Source: an optimization exercise on an open RTL-to-GDS flow (aim: a short achievable clock period and few clock cycles per item). Production flows keep margins and buffers that such runs may drop. Where RTL was checked, it was by simulation tests only, not by an equivalence proof against the original. No activity file was given, so power comes from the tool's default toggle rates.

==> 10-12 <==
Design se_framer, start of the top module:
module se_framer (
  input  wire        clk,
  input  wire        rst,
  input  wire        cmd_valid,
  output wire        cmd_ready,
  input  wire [1:0]  cmd_op,
  input  wire [7:0]  cmd_len,
  input  wire [7:0]  cmd_opcode,
  input  wire [7:0]  cmd_p1,
  input  wire [15:0] cmd_p2,
  input  wire        in_valid,
  output wire        in_ready,
  input  wire [7:0]  in_data,
  input  wire        in_last,
  output wire        out_valid,
  input  wire        out_ready,
  output wire [7:0]  out_data,
  output wire        res_valid,
  input  wire        res_ready,
  output wire [2:0]  res_err,
  output wire [15:0] res_crc,
  output wire [4:0]  res_attempts
);
==> flow/config.mk <==
export PLATFORM = sky130hd
export DESIGN_NAME = se_framer
export DESIGN_NICKNAME = se_framer
export VERILOG_FILES = /design/flow/design.v
export SDC_FILE = /design/flow/constraint.sdc
export NUM_CORES = 4
export LEC_CHECK = 0
export CAP_MARGIN = 20
export CORE_MARGIN = 2
export CORE_UTILIZATION = 60
export CTS_CLUSTER_DIAMETER = 100
export CTS_CLUSTER_SIZE = 24
export PLACE_DENSITY = 0.7
export SETUP_SLACK_MARGIN = 3.0
export SLEW_MARGIN = 20
==> flow/constraint.sdc <==
create_clock -name core_clock -period 5.0 [get_ports {clk}]
set_input_delay 1.0000 -clock core_clock [delete_from_list [all_inputs] [get_ports {clk}]]
set_output_delay 1.0000 -clock core_clock [all_outputs]
set_load 0.01 [all_outputs]
run.sh (not shown) runs the stock make flow with config.mk's settings and CLKGATE_MAP_FILE= SYNTH_SCRIPT=/design/flow/synth_recipe.tcl, a recipe that flattens the netlist after the stock synthesis.
==> 10-24: changes against 10-12 <==
--- a/flow/design.v
+++ b/flow/design.v
@@ -64,17 +64,44 @@
       rd  <= {{(D-1){1'b0}}, 1'b1};
       cnt <= {D{1'b0}};
     end else begin
       if (push) wr <= {wr[D-2:0], wr[D-1]};
       if (pop)  rd <= {rd[D-2:0], rd[D-1]};
-      if (push & ~pop)
+      if (pop)
+        cnt <= push ? cnt : {1'b0, cnt[D-1:1]};
+      else if (push)
         cnt <= {cnt[D-2:0], 1'b1};
-      else if (pop & ~push)
-        cnt <= {1'b0, cnt[D-1:1]};
     end
   end
 endmodule
+module se_hofifo #(parameter W = 8, parameter D = 16) (
+  input  wire         clk,
+  input  wire         clr,
+  input  wire         push,
+  input  wire [W-1:0] din,
+  input  wire         pop,
+  output reg  [W-1:0] head,
+  output reg          hv,      
+  output wire         full
+);
+  wire [W-1:0] bhead;
+  wire [D-1:0] bcnt;
+  wire         bne   = bcnt[0];
+  wire         hload = pop | ~hv;
+  wire         bpush = push & ((hv & ~pop) | bne);
+  wire         bpop  = hload & bne;
+  assign full = bcnt[D-1];
+  se_ofifo #(.W(W), .D(D)) u_body (
+    .clk(clk), .clr(clr), .push(bpush), .din(din),
+    .pop(bpop), .head(bhead), .cnt(bcnt)
+  );
+  always @(posedge clk) begin
+    if (hload) head <= bne ? bhead : din;
+    if (clr) hv <= 1'b0;
+    else if (hload) hv <= bne | push;
+  end
+endmodule
 module se_framer (
   input  wire        clk,
   input  wire        rst,
   input  wire        cmd_valid,
   output wire        cmd_ready,
@@ -94,41 +121,45 @@
   input  wire        res_ready,
   output wire [2:0]  res_err,
   output wire [15:0] res_crc,
   output wire [4:0]  res_attempts
 );
-  localparam integer MAXF = 4;     
+  localparam integer MAXF = 3;     
   localparam integer PQD  = 16;    
   localparam [1:0] K_CRC = 2'd0, K_SEND = 2'd1, K_RECV = 2'd2, K_NONE = 2'd3;
   reg        cr_q;
-  reg  [3:0] nfl;         
+  reg  [2:0] nfl;         
   reg        rf_q;        
   wire cmd_fire = cmd_valid & cr_q;
   assign cmd_ready = cr_q;
-  wire [15:0] g1, g2, g3, g4;
-  se_crc16 u_g1 (.c(16'h0000), .b(cmd_opcode),   .n(g1));
-  se_crc16 u_g2 (.c(g1),       .b(cmd_p1),       .n(g2));
-  se_crc16 u_g3 (.c(g2),       .b(cmd_p2[7:0]),  .n(g3));
-  se_crc16 u_g4 (.c(g3),       .b(cmd_p2[15:8]), .n(g4));
+  wire [15:0] ga1, ga2, ga3, ga4, gb1, gb2;
+  se_crc16 u_ga1 (.c(16'h0000), .b(cmd_opcode),   .n(ga1));
+  se_crc16 u_ga2 (.c(ga1),      .b(cmd_p1),       .n(ga2));
+  se_crc16 u_ga3 (.c(ga2),      .b(8'h00),        .n(ga3));
+  se_crc16 u_ga4 (.c(ga3),      .b(8'h00),        .n(ga4));
+  se_crc16 u_gb1 (.c(16'h0000), .b(cmd_p2[7:0]),  .n(gb1));
+  se_crc16 u_gb2 (.c(gb1),      .b(cmd_p2[15:8]), .n(gb2));
   reg        c1_v;
   reg  [1:0] c1_kind;
   reg  [2:0] c1_err;
   reg        c1_snd;      
   reg  [7:0] c1_a;        
   reg        c1_a1;       
   reg  [7:0] c1_len, c1_L, c1_opc, c1_p1;
   reg [15:0] c1_p2;
   reg        c1_p0, c1_p1f;
-  reg [15:0] c1_g;        
+  reg [15:0] c1_ga;       
+  reg [15:0] c1_gb;       
   always @(posedge clk) begin
     c1_v   <= cmd_fire & ~rst;
     c1_len <= cmd_len;
     c1_L   <= cmd_len + 8'd7;
     c1_opc <= cmd_opcode;
     c1_p1  <= cmd_p1;
     c1_p2  <= cmd_p2;
-    c1_g   <= g4;
+    c1_ga  <= ga4;
+    c1_gb  <= gb2;
     c1_p0  <= (cmd_len == 8'd0);
     c1_p1f <= (cmd_len == 8'd1);
     c1_a   <= (cmd_op == 2'd2) ? cmd_len + 8'd2 : cmd_len;
     c1_a1  <= (cmd_op != 2'd2) && (cmd_len == 8'd1);
     c1_snd <= (cmd_op == 2'd1) && (cmd_len <= 8'd248);
@@ -155,11 +186,11 @@
   se_crc16 u_f1 (.c(16'h0000), .b(c1_L),  .n(f1));
   se_crc16 u_f2 (.c(f1),       .b(8'h00), .n(f2));
   se_crc16 u_f3 (.c(f2),       .b(8'h00), .n(f3));
   se_crc16 u_f4 (.c(f3),       .b(8'h00), .n(f4));
   se_crc16 u_f5 (.c(f4),       .b(8'h00), .n(f5));
-  wire [15:0] hcrc = f5 ^ c1_g;
+  wire [15:0] hcrc = f5 ^ c1_ga ^ c1_gb;
   localparam integer CQW = 2 + 3 + 1 + 8 + 1 + 16;
   wire [CQW-1:0]  cq_h;
   wire [MAXF-1:0] cq_cnt;
   wire            cq_pop;
   se_ofifo #(.W(CQW), .D(MAXF)) u_cq (
@@ -191,15 +222,17 @@
   always @(posedge clk) begin
     ib_d <= in_data;
     ib_l <= in_last;
     ib_v <= in_valid & ir_q & ~rst;
   end
-  wire [8:0] iq_h;
-  wire [3:0] iq_vld;
-  wire       take;
-  se_sfifo #(.W(9), .D(4)) u_iq (
-    .clk(clk), .clr(rst), .push(ib_v), .din({ib_l, ib_d}),
+  wire [15:0] ib_bb;
+  se_crc16 u_bb (.c(16'h0000), .b(ib_d), .n(ib_bb));
+  wire [24:0] iq_h;
+  wire [3:0]  iq_vld;
+  wire        take;
+  se_sfifo #(.W(25), .D(4)) u_iq (
+    .clk(clk), .clr(rst), .push(ib_v), .din({ib_l, ib_d, ib_bb}),
     .pop(take), .head(iq_h), .vld(iq_vld)
   );
   wire in_room = (ib_v & ir_q)  ? ~iq_vld[1] :
                  (ib_v | ir_q)  ? ~iq_vld[2] : ~iq_vld[3];
   wire in_dem  = nfl[0] | c1_v | cmd_fire;
@@ -219,28 +252,34 @@
   reg        ip_snd;
   reg  [7:0] ip_rem;      
   reg        ip_rem1;
   reg  [7:0] ip_k1;       
   reg  [7:0] ip_k;        
-  reg [15:0] crc_q, crc_h;   
+  reg [15:0] crc_q;       
   reg  [7:0] togo;        
   reg        t0, t1;      
   reg        first;
   reg        len_ok;
   reg        lo_ok;       
   reg  [4:0] att;
   reg        att20;
   wire       pq_full;
-  wire [7:0] b  = iq_h[7:0];
-  wire       bl = iq_h[8];
-  wire [15:0] cnext;
-  se_crc16 u_crc (.c(crc_q), .b(b), .n(cnext));
-  wire is_recv = (ip_kind == K_RECV);
-  wire is_send = (ip_kind == K_SEND);
-  assign take  = ip_v & (ip_kind != K_NONE) & iq_vld[0] & ~(is_send & pq_full);
-  wire done_none  = ip_v & (ip_kind == K_NONE);
-  wire done_cs    = take & ~ip_kind[1] & ip_rem1;
+  wire [7:0]  b  = iq_h[23:16];
+  wire        bl = iq_h[24];
+  wire [15:0] bb = iq_h[15:0];
+  wire [15:0] czero;
+  se_crc16 u_crc (.c(crc_q), .b(8'h00), .n(czero));
+  wire [15:0] cnext = czero ^ bb;
+  reg ip_cs;      
+  reg ip_rv;      
+  reg ip_sd;      
+  reg ip_nn;      
+  wire is_recv = ip_rv;
+  wire is_send = ip_sd;
+  assign take  = (ip_cs | ip_rv) & iq_vld[0] & ~(ip_sd & pq_full);
+  wire done_none  = ip_nn;
+  wire done_cs    = take & ip_cs & ip_rem1;
   wire done_full  = take & is_recv & t0;
   wire done_short = take & is_recv & ~t0 & bl & att20;
   wire done       = done_none | done_cs | done_full | done_short;
   wire adv        = ~ip_v | done;
   reg        pr_v;
@@ -263,12 +302,11 @@
       pr_err <= ~t0 ? 3'd1 : !len_ok ? 3'd2 : (!lo_ok || b != crc_q[15:8]) ? 3'd3 : 3'd0;
     else
       pr_err <= 3'd0;
   end
   always @(posedge clk) begin
-    crc_q <= (c_init | c_step) ? c_new : crc_h;
-    crc_h <= (c_init | c_step) ? c_new : crc_q;
+    crc_q <= (c_init | c_step) ? c_new : crc_q;
     if (take) begin
       ip_rem  <= ip_rem - 8'd1;
       ip_rem1 <= (ip_rem == 8'd2);
     end
     if (take & is_recv) begin
@@ -309,26 +347,35 @@
       nx_snd  <= cq_h[CQW-6];
       nx_a    <= cq_h[CQW-7 -: 8];
       nx_a1   <= cq_h[16];
       nx_init <= cq_h[15:0];
     end
+    if (adv) begin
+      ip_cs <= nx_v & ~nx_kind[1];
+      ip_rv <= nx_v & (nx_kind == K_RECV);
+      ip_sd <= nx_v & (nx_kind == K_SEND);
+      ip_nn <= nx_v & (nx_kind == K_NONE);
+    end
     if (rst) begin
-      ip_v <= 1'b0;
-      nx_v <= 1'b0;
+      ip_v  <= 1'b0;
+      nx_v  <= 1'b0;
+      ip_cs <= 1'b0;
+      ip_rv <= 1'b0;
+      ip_sd <= 1'b0;
+      ip_nn <= 1'b0;
     end else begin
       if (adv) ip_v <= nx_v;
       if (~nx_v) nx_v <= cq_cnt[0];
       else if (adv) nx_v <= 1'b0;
     end
   end
   wire [7:0]     pq_h;
-  wire [PQD-1:0] pq_cnt;
+  wire           pq_ne;
   wire           pq_pop;
-  assign pq_full = pq_cnt[PQD-1];
-  se_ofifo #(.W(8), .D(PQD)) u_pq (
+  se_hofifo #(.W(8), .D(PQD)) u_pq (
     .clk(clk), .clr(rst), .push(take & is_send), .din(b),
-    .pop(pq_pop), .head(pq_h), .cnt(pq_cnt)
+    .pop(pq_pop), .head(pq_h), .hv(pq_ne), .full(pq_full)
   );
   wire [15:0]     sc_h;
   wire [MAXF-1:0] sc_cnt;
   wire            sc_pop;
   se_ofifo #(.W(16), .D(MAXF)) u_sc (
@@ -345,23 +392,26 @@
   );
   reg  [8:0] ph;          
   reg  [7:0] prem;        
   reg        prem1;
   reg        m_v;         
-  reg  [7:0] m_d, m_dh;   
+  reg  [7:0] m_d;
   reg        m_l;         
   reg        ol_q;        
+  reg  [7:0] hb;
+  wire [7:0] hb_next = ({8{ph[0]}} & sqh_L)        |
+                       ({8{ph[1]}} & sqh_opc)      |
+                       ({8{ph[2]}} & sqh_p1)       |
+                       ({8{ph[3]}} & sqh_p2[7:0])  |
+                       ({8{ph[4]}} & sqh_p2[15:8]);
+  wire       ph_h = ph[1] | ph[2] | ph[3] | ph[4] | ph[5];
   wire [7:0] obyte = ({8{ph[0]}} & 8'h03)        |
-                     ({8{ph[1]}} & sqh_L)        |
-                     ({8{ph[2]}} & sqh_opc)      |
-                     ({8{ph[3]}} & sqh_p1)       |
-                     ({8{ph[4]}} & sqh_p2[7:0])  |
-                     ({8{ph[5]}} & sqh_p2[15:8]) |
+                     ({8{ph_h}}  & hb)           |
                      ({8{ph[6]}} & pq_h)         |
                      ({8{ph[7]}} & sc_h[7:0])    |
                      ({8{ph[8]}} & sc_h[15:8]);
-  wire oav    = sq_cnt[0] & (ph[6] ? pq_cnt[0] : (ph[7] | ph[8]) ? sc_cnt[0] : 1'b1);
+  wire oav    = sq_cnt[0] & (ph[6] ? pq_ne : (ph[7] | ph[8]) ? sc_cnt[0] : 1'b1);
   wire m_free = ~m_v | out_ready;
   wire o_push = m_free & oav;
   assign pq_pop = o_push & ph[6];
   assign sc_pop = o_push & ph[8];
   assign sq_pop = o_push & ph[8];
@@ -377,61 +427,61 @@
       ph[5] <= ph[4];
       ph[6] <= (ph[5] & ~sqh_p0) | (ph[6] & ~prem1);
       ph[7] <= (ph[5] & sqh_p0) | (ph[6] & prem1);
       ph[8] <= ph[7];
     end
+    if (o_push)
+      hb <= hb_next;
     if (o_push) begin
       if (ph[5]) begin
         prem  <= sqh_len;
         prem1 <= sqh_p1f;
       end else begin
         prem  <= prem - 8'd1;
         prem1 <= (prem == 8'd2);
       end
     end
-    m_d  <= m_free ? obyte : m_dh;
-    m_dh <= m_free ? obyte : m_d;
+    m_d  <= m_free ? obyte : m_d;
     m_l  <= m_free ? ph[8] : m_l;
     m_v  <= ~rst & ((m_free & o_push) | ~m_free);
     ol_q <= ~rst & m_v & out_ready & m_l;
   end
   assign out_valid = m_v;
   assign out_data  = m_d;
-  reg  [3:0]     otok;    
+  reg  [2:0]     otok;    
   reg            r_v;
-  reg [RQW-1:1]  r_d, r_dh;   
+  reg [RQW-1:1]  r_d;
   wire rqh_snd = rq_h[0];
   wire r_free  = ~r_v | res_ready;
   wire r_push  = r_free & rq_cnt[0] & (~rqh_snd | otok[0]);
   wire otok_dn = r_push & rqh_snd;
   assign rq_pop = r_push;
   always @(posedge clk) begin
     if (rst)
-      otok <= 4'd0;
-    else if (ol_q & ~otok_dn)
-      otok <= {otok[2:0], 1'b1};
-    else if (~ol_q & otok_dn)
-      otok <= {1'b0, otok[3:1]};
-    r_d  <= r_free ? rq_h[RQW-1:1] : r_dh;
-    r_dh <= r_free ? rq_h[RQW-1:1] : r_d;
+      otok <= 3'd0;
+    else if (otok_dn)
+      otok <= ol_q ? otok : {1'b0, otok[2:1]};
+    else if (ol_q)
+      otok <= {otok[1:0], 1'b1};
+    r_d  <= r_free ? rq_h[RQW-1:1] : r_d;
     r_v  <= ~rst & ((r_free & r_push) | ~r_free);
     rf_q <= ~rst & r_v & res_ready;
   end
   assign res_valid    = r_v;
   assign res_err      = r_d[RQW-1 -: 3];
   assign res_crc      = r_d[RQW-4 -: 16];
   assign res_attempts = r_d[5:1];
-  wire cr_next = (c1_v & cr_q) ? ~nfl[1] :
-                 (c1_v | cr_q) ? ~nfl[2] : ~nfl[3];
+  wire cr_next = (c1_v & cr_q) ? ~nfl[0] :
+                 (c1_v | cr_q) ? ~nfl[1] : ~nfl[2];
   always @(posedge clk) begin
     if (rst) begin
-      nfl  <= 4'd0;
+      nfl  <= 3'd0;
       cr_q <= 1'b0;
     end else begin
       if (c1_v & ~rf_q)
-        nfl <= {nfl[2:0], 1'b1};
+        nfl <= {nfl[1:0], 1'b1};
       else if (~c1_v & rf_q)
-        nfl <= {1'b0, nfl[3:1]};
+        nfl <= {1'b0, nfl[2:1]};
       cr_q <= cr_next;
     end
   end
 endmodule
--- a/flow/config.mk
+++ b/flow/config.mk
@@ -6,10 +6,11 @@
 export NUM_CORES = 4
 export LEC_CHECK = 0
 export CAP_MARGIN = 20
 export CORE_MARGIN = 2
 export CORE_UTILIZATION = 60
+export CTS_BUF_LIST = sky130_fd_sc_hd__clkbuf_8 sky130_fd_sc_hd__clkbuf_16
 export CTS_CLUSTER_DIAMETER = 100
-export CTS_CLUSTER_SIZE = 24
+export CTS_CLUSTER_SIZE = 16
 export PLACE_DENSITY = 0.7
 export SETUP_SLACK_MARGIN = 3.0
 export SLEW_MARGIN = 20
==> 05-04: changes against 10-12 <==
--- a/flow/design.v
+++ b/flow/design.v
@@ -219,23 +219,26 @@
   reg        ip_snd;
   reg  [7:0] ip_rem;      
   reg        ip_rem1;
   reg  [7:0] ip_k1;       
   reg  [7:0] ip_k;        
-  reg [15:0] crc_q, crc_h;   
+  reg [15:0] ip_init;
+  reg        ip_fresh;    
+  reg [15:0] crc_q;
   reg  [7:0] togo;        
   reg        t0, t1;      
   reg        first;
   reg        len_ok;
   reg        lo_ok;       
   reg  [4:0] att;
   reg        att20;
   wire       pq_full;
   wire [7:0] b  = iq_h[7:0];
   wire       bl = iq_h[8];
+  wire [15:0] cbase = ip_fresh ? ip_init : crc_q;
   wire [15:0] cnext;
-  se_crc16 u_crc (.c(crc_q), .b(b), .n(cnext));
+  se_crc16 u_crc (.c(cbase), .b(b), .n(cnext));
   wire is_recv = (ip_kind == K_RECV);
   wire is_send = (ip_kind == K_SEND);
   assign take  = ip_v & (ip_kind != K_NONE) & iq_vld[0] & ~(is_send & pq_full);
   wire done_none  = ip_v & (ip_kind == K_NONE);
   wire done_cs    = take & ~ip_kind[1] & ip_rem1;
@@ -245,30 +248,30 @@
   wire adv        = ~ip_v | done;
   reg        pr_v;
   reg  [2:0] pr_err;
   reg  [4:0] pr_att;
   reg        pr_snd;
-  reg [15:0] pr_crc;
-  wire restart = take & is_recv & ~t0 & bl;
-  wire c_init  = adv | restart;
-  wire c_step  = take & ~(is_recv & (t0 | t1));
-  wire [15:0] c_new = c_init ? (nx_init & {16{adv}}) : cnext;
   always @(posedge clk) begin
     pr_v   <= done & ~rst;
     pr_snd <= ip_snd;
-    pr_att <= (is_recv & ~t0) ? 5'd21 : att + 5'd1;
-    pr_crc <= ip_kind[1] ? crc_q : cnext;
-    if (ip_kind == K_NONE)
+    pr_att <= done_short ? 5'd21 : att + 5'd1;
+    if (done_none)
       pr_err <= ip_err;
-    else if (is_recv)
-      pr_err <= ~t0 ? 3'd1 : !len_ok ? 3'd2 : (!lo_ok || b != crc_q[15:8]) ? 3'd3 : 3'd0;
+    else if (done_short)
+      pr_err <= 3'd1;
+    else if (done_full)
+      pr_err <= !len_ok ? 3'd2 : (!lo_ok || b != crc_q[15:8]) ? 3'd3 : 3'd0;
     else
       pr_err <= 3'd0;
   end
   always @(posedge clk) begin
-    crc_q <= (c_init | c_step) ? c_new : crc_h;
-    crc_h <= (c_init | c_step) ? c_new : crc_q;
+    if (done_none) begin
+      crc_q <= ip_init;
+    end else if (take & ~(is_recv & (t0 | t1))) begin
+      crc_q    <= cnext;
+      ip_fresh <= 1'b0;
+    end
     if (take) begin
       ip_rem  <= ip_rem - 8'd1;
       ip_rem1 <= (ip_rem == 8'd2);
     end
     if (take & is_recv) begin
@@ -280,10 +283,11 @@
         att20    <= (att == 5'd19);
         togo     <= ip_k1;
         t0       <= 1'b0;
         t1       <= 1'b0;
         first    <= 1'b1;
+        ip_fresh <= 1'b1;
       end else begin
         togo <= togo - 8'd1;
         t1   <= (togo == 8'd2);
         t0   <= t1;
       end
@@ -294,10 +298,12 @@
       ip_snd   <= nx_snd;
       ip_rem   <= nx_a;
       ip_rem1  <= nx_a1;
       ip_k1    <= nx_a;
       ip_k     <= nx_a + 8'd1;
+      ip_init  <= nx_init;
+      ip_fresh <= 1'b1;
       togo     <= nx_a;
       t0       <= 1'b0;
       t1       <= 1'b0;
       first    <= 1'b1;
       att      <= 5'd0;
@@ -330,19 +336,19 @@
   );
   wire [15:0]     sc_h;
   wire [MAXF-1:0] sc_cnt;
   wire            sc_pop;
   se_ofifo #(.W(16), .D(MAXF)) u_sc (
-    .clk(clk), .clr(rst), .push(pr_v & pr_snd), .din(pr_crc),
+    .clk(clk), .clr(rst), .push(pr_v & pr_snd), .din(crc_q),
     .pop(sc_pop), .head(sc_h), .cnt(sc_cnt)
   );
   localparam integer RQW = 3 + 16 + 5 + 1;
   wire [RQW-1:0]  rq_h;
   wire [MAXF-1:0] rq_cnt;
   wire            rq_pop;
   se_ofifo #(.W(RQW), .D(MAXF)) u_rq (
-    .clk(clk), .clr(rst), .push(pr_v), .din({pr_err, pr_crc, pr_att, pr_snd}),
+    .clk(clk), .clr(rst), .push(pr_v), .din({pr_err, crc_q, pr_att, pr_snd}),
     .pop(rq_pop), .head(rq_h), .cnt(rq_cnt)
   );
   reg  [8:0] ph;          
   reg  [7:0] prem;        
   reg        prem1;
==> flow/config.mk (replaced) <==
export PLATFORM = sky130hd
export DESIGN_NAME = se_framer
export DESIGN_NICKNAME = se_framer
export VERILOG_FILES = /design/flow/design.v
export SDC_FILE = /design/flow/constraint.sdc
export NUM_CORES = 4
export LEC_CHECK = 0
export ABC_CLOCK_PERIOD_IN_PS = 900
export CAP_MARGIN = 20
export CORE_MARGIN = 2
export CORE_UTILIZATION = 60
export PLACE_DENSITY = 0.7
export SETUP_SLACK_MARGIN = 3.0
export SLEW_MARGIN = 20
==> 09-15: changes against 10-12 <==
--- a/flow/design.v
+++ b/flow/design.v
@@ -219,23 +219,26 @@
   reg        ip_snd;
   reg  [7:0] ip_rem;      
   reg        ip_rem1;
   reg  [7:0] ip_k1;       
   reg  [7:0] ip_k;        
-  reg [15:0] crc_q, crc_h;   
+  reg [15:0] ip_init;
+  reg        ip_fresh;    
+  reg [15:0] crc_q;
   reg  [7:0] togo;        
   reg        t0, t1;      
   reg        first;
   reg        len_ok;
   reg        lo_ok;       
   reg  [4:0] att;
   reg        att20;
   wire       pq_full;
   wire [7:0] b  = iq_h[7:0];
   wire       bl = iq_h[8];
+  wire [15:0] cbase = ip_fresh ? ip_init : crc_q;
   wire [15:0] cnext;
-  se_crc16 u_crc (.c(crc_q), .b(b), .n(cnext));
+  se_crc16 u_crc (.c(cbase), .b(b), .n(cnext));
   wire is_recv = (ip_kind == K_RECV);
   wire is_send = (ip_kind == K_SEND);
   assign take  = ip_v & (ip_kind != K_NONE) & iq_vld[0] & ~(is_send & pq_full);
   wire done_none  = ip_v & (ip_kind == K_NONE);
   wire done_cs    = take & ~ip_kind[1] & ip_rem1;
@@ -245,30 +248,30 @@
   wire adv        = ~ip_v | done;
   reg        pr_v;
   reg  [2:0] pr_err;
   reg  [4:0] pr_att;
   reg        pr_snd;
-  reg [15:0] pr_crc;
-  wire restart = take & is_recv & ~t0 & bl;
-  wire c_init  = adv | restart;
-  wire c_step  = take & ~(is_recv & (t0 | t1));
-  wire [15:0] c_new = c_init ? (nx_init & {16{adv}}) : cnext;
   always @(posedge clk) begin
     pr_v   <= done & ~rst;
     pr_snd <= ip_snd;
-    pr_att <= (is_recv & ~t0) ? 5'd21 : att + 5'd1;
-    pr_crc <= ip_kind[1] ? crc_q : cnext;
-    if (ip_kind == K_NONE)
+    pr_att <= done_short ? 5'd21 : att + 5'd1;
+    if (done_none)
       pr_err <= ip_err;
-    else if (is_recv)
-      pr_err <= ~t0 ? 3'd1 : !len_ok ? 3'd2 : (!lo_ok || b != crc_q[15:8]) ? 3'd3 : 3'd0;
+    else if (done_short)
+      pr_err <= 3'd1;
+    else if (done_full)
+      pr_err <= !len_ok ? 3'd2 : (!lo_ok || b != crc_q[15:8]) ? 3'd3 : 3'd0;
     else
       pr_err <= 3'd0;
   end
   always @(posedge clk) begin
-    crc_q <= (c_init | c_step) ? c_new : crc_h;
-    crc_h <= (c_init | c_step) ? c_new : crc_q;
+    if (done_none) begin
+      crc_q <= ip_init;
+    end else if (take & ~(is_recv & (t0 | t1))) begin
+      crc_q    <= cnext;
+      ip_fresh <= 1'b0;
+    end
     if (take) begin
       ip_rem  <= ip_rem - 8'd1;
       ip_rem1 <= (ip_rem == 8'd2);
     end
     if (take & is_recv) begin
@@ -280,10 +283,11 @@
         att20    <= (att == 5'd19);
         togo     <= ip_k1;
         t0       <= 1'b0;
         t1       <= 1'b0;
         first    <= 1'b1;
+        ip_fresh <= 1'b1;
       end else begin
         togo <= togo - 8'd1;
         t1   <= (togo == 8'd2);
         t0   <= t1;
       end
@@ -294,10 +298,12 @@
       ip_snd   <= nx_snd;
       ip_rem   <= nx_a;
       ip_rem1  <= nx_a1;
       ip_k1    <= nx_a;
       ip_k     <= nx_a + 8'd1;
+      ip_init  <= nx_init;
+      ip_fresh <= 1'b1;
       togo     <= nx_a;
       t0       <= 1'b0;
       t1       <= 1'b0;
       first    <= 1'b1;
       att      <= 5'd0;
@@ -330,19 +336,19 @@
   );
   wire [15:0]     sc_h;
   wire [MAXF-1:0] sc_cnt;
   wire            sc_pop;
   se_ofifo #(.W(16), .D(MAXF)) u_sc (
-    .clk(clk), .clr(rst), .push(pr_v & pr_snd), .din(pr_crc),
+    .clk(clk), .clr(rst), .push(pr_v & pr_snd), .din(crc_q),
     .pop(sc_pop), .head(sc_h), .cnt(sc_cnt)
   );
   localparam integer RQW = 3 + 16 + 5 + 1;
   wire [RQW-1:0]  rq_h;
   wire [MAXF-1:0] rq_cnt;
   wire            rq_pop;
   se_ofifo #(.W(RQW), .D(MAXF)) u_rq (
-    .clk(clk), .clr(rst), .push(pr_v), .din({pr_err, pr_crc, pr_att, pr_snd}),
+    .clk(clk), .clr(rst), .push(pr_v), .din({pr_err, crc_q, pr_att, pr_snd}),
     .pop(rq_pop), .head(rq_h), .cnt(rq_cnt)
   );
   reg  [8:0] ph;          
   reg  [7:0] prem;        
   reg        prem1;
==> flow/config.mk (replaced) <==
export PLATFORM = sky130hd
export DESIGN_NAME = se_framer
export DESIGN_NICKNAME = se_framer
export VERILOG_FILES = /design/flow/design.v
export SDC_FILE = /design/flow/constraint.sdc
export NUM_CORES = 4
export LEC_CHECK = 0
export ABC_CLOCK_PERIOD_IN_PS = 1800
export CAP_MARGIN = 20
export CORE_MARGIN = 2
export CORE_UTILIZATION = 60
export PLACE_DENSITY = 0.7
export SETUP_SLACK_MARGIN = 3.0
export SLEW_MARGIN = 20
==> notes.md <==
In 10-24 the cell count is lower than in 09-15, by 12%. Between 10-24 and 05-04, the lower total power is in 10-24 (gap about 15%, measured against 05-04). Between 05-04 and 10-12, the lower synthesized cell count is in 05-04 (gap 1.9%, measured against 10-12). Against 10-12, the first-iteration DRC count of 05-04 is lower by about 9%. Synthesized area is the same in 05-04 and 09-15.
Testbench counts of 10-24, summed over its fixed seeds: cycles 38,987, items 40,905.
Testbench counts of 05-04, summed over its fixed seeds: cycles 38,999, items 40,905.
Testbench counts of 09-15, summed over its fixed seeds: cycles 38,999, items 40,905.
Only the layout flow was run in 10-12; the RTL was not checked for function there.

re-timing with driven ports:
Ports are ideal in the flow. The routed layouts listed here were re-timed in OpenROAD. Step 1, drivers: a clkbuf_16 drives clk and a buf_2 each remaining input, both assumed. Step 2 moves the port delays by t, midway between the first and last clock arrival at a register: inputs arrive t later, outputs are due t later. That takes back most of the time a late clock gives input paths. Three values: ideal ports, drivers, drivers and shift; two values: the first two.
| run | t, ns | setup WS [ns] | worst setup path at the end | cell pins on the clock port's net |
|---|---|---|---|---|
| 10-12 | 0.696 | 2.805 / 2.805 / 2.203 | input to register | 1 |
| 10-24 | 0.671 | 2.843 / 2.797 / 2.343 | input to register | 1 |
| 05-04 | 0.712 | 2.777 / 2.777 / 2.308 | input to register | 1 |
| 09-15 | 0.712 | 2.777 / 2.777 / 2.308 | input to register | 1 |
After both steps setup and hold are still met in every run listed. For 10-12, which loses most, drivers alone change the setup slack by 0.000 ns; drivers and shift together by -0.602 ns.
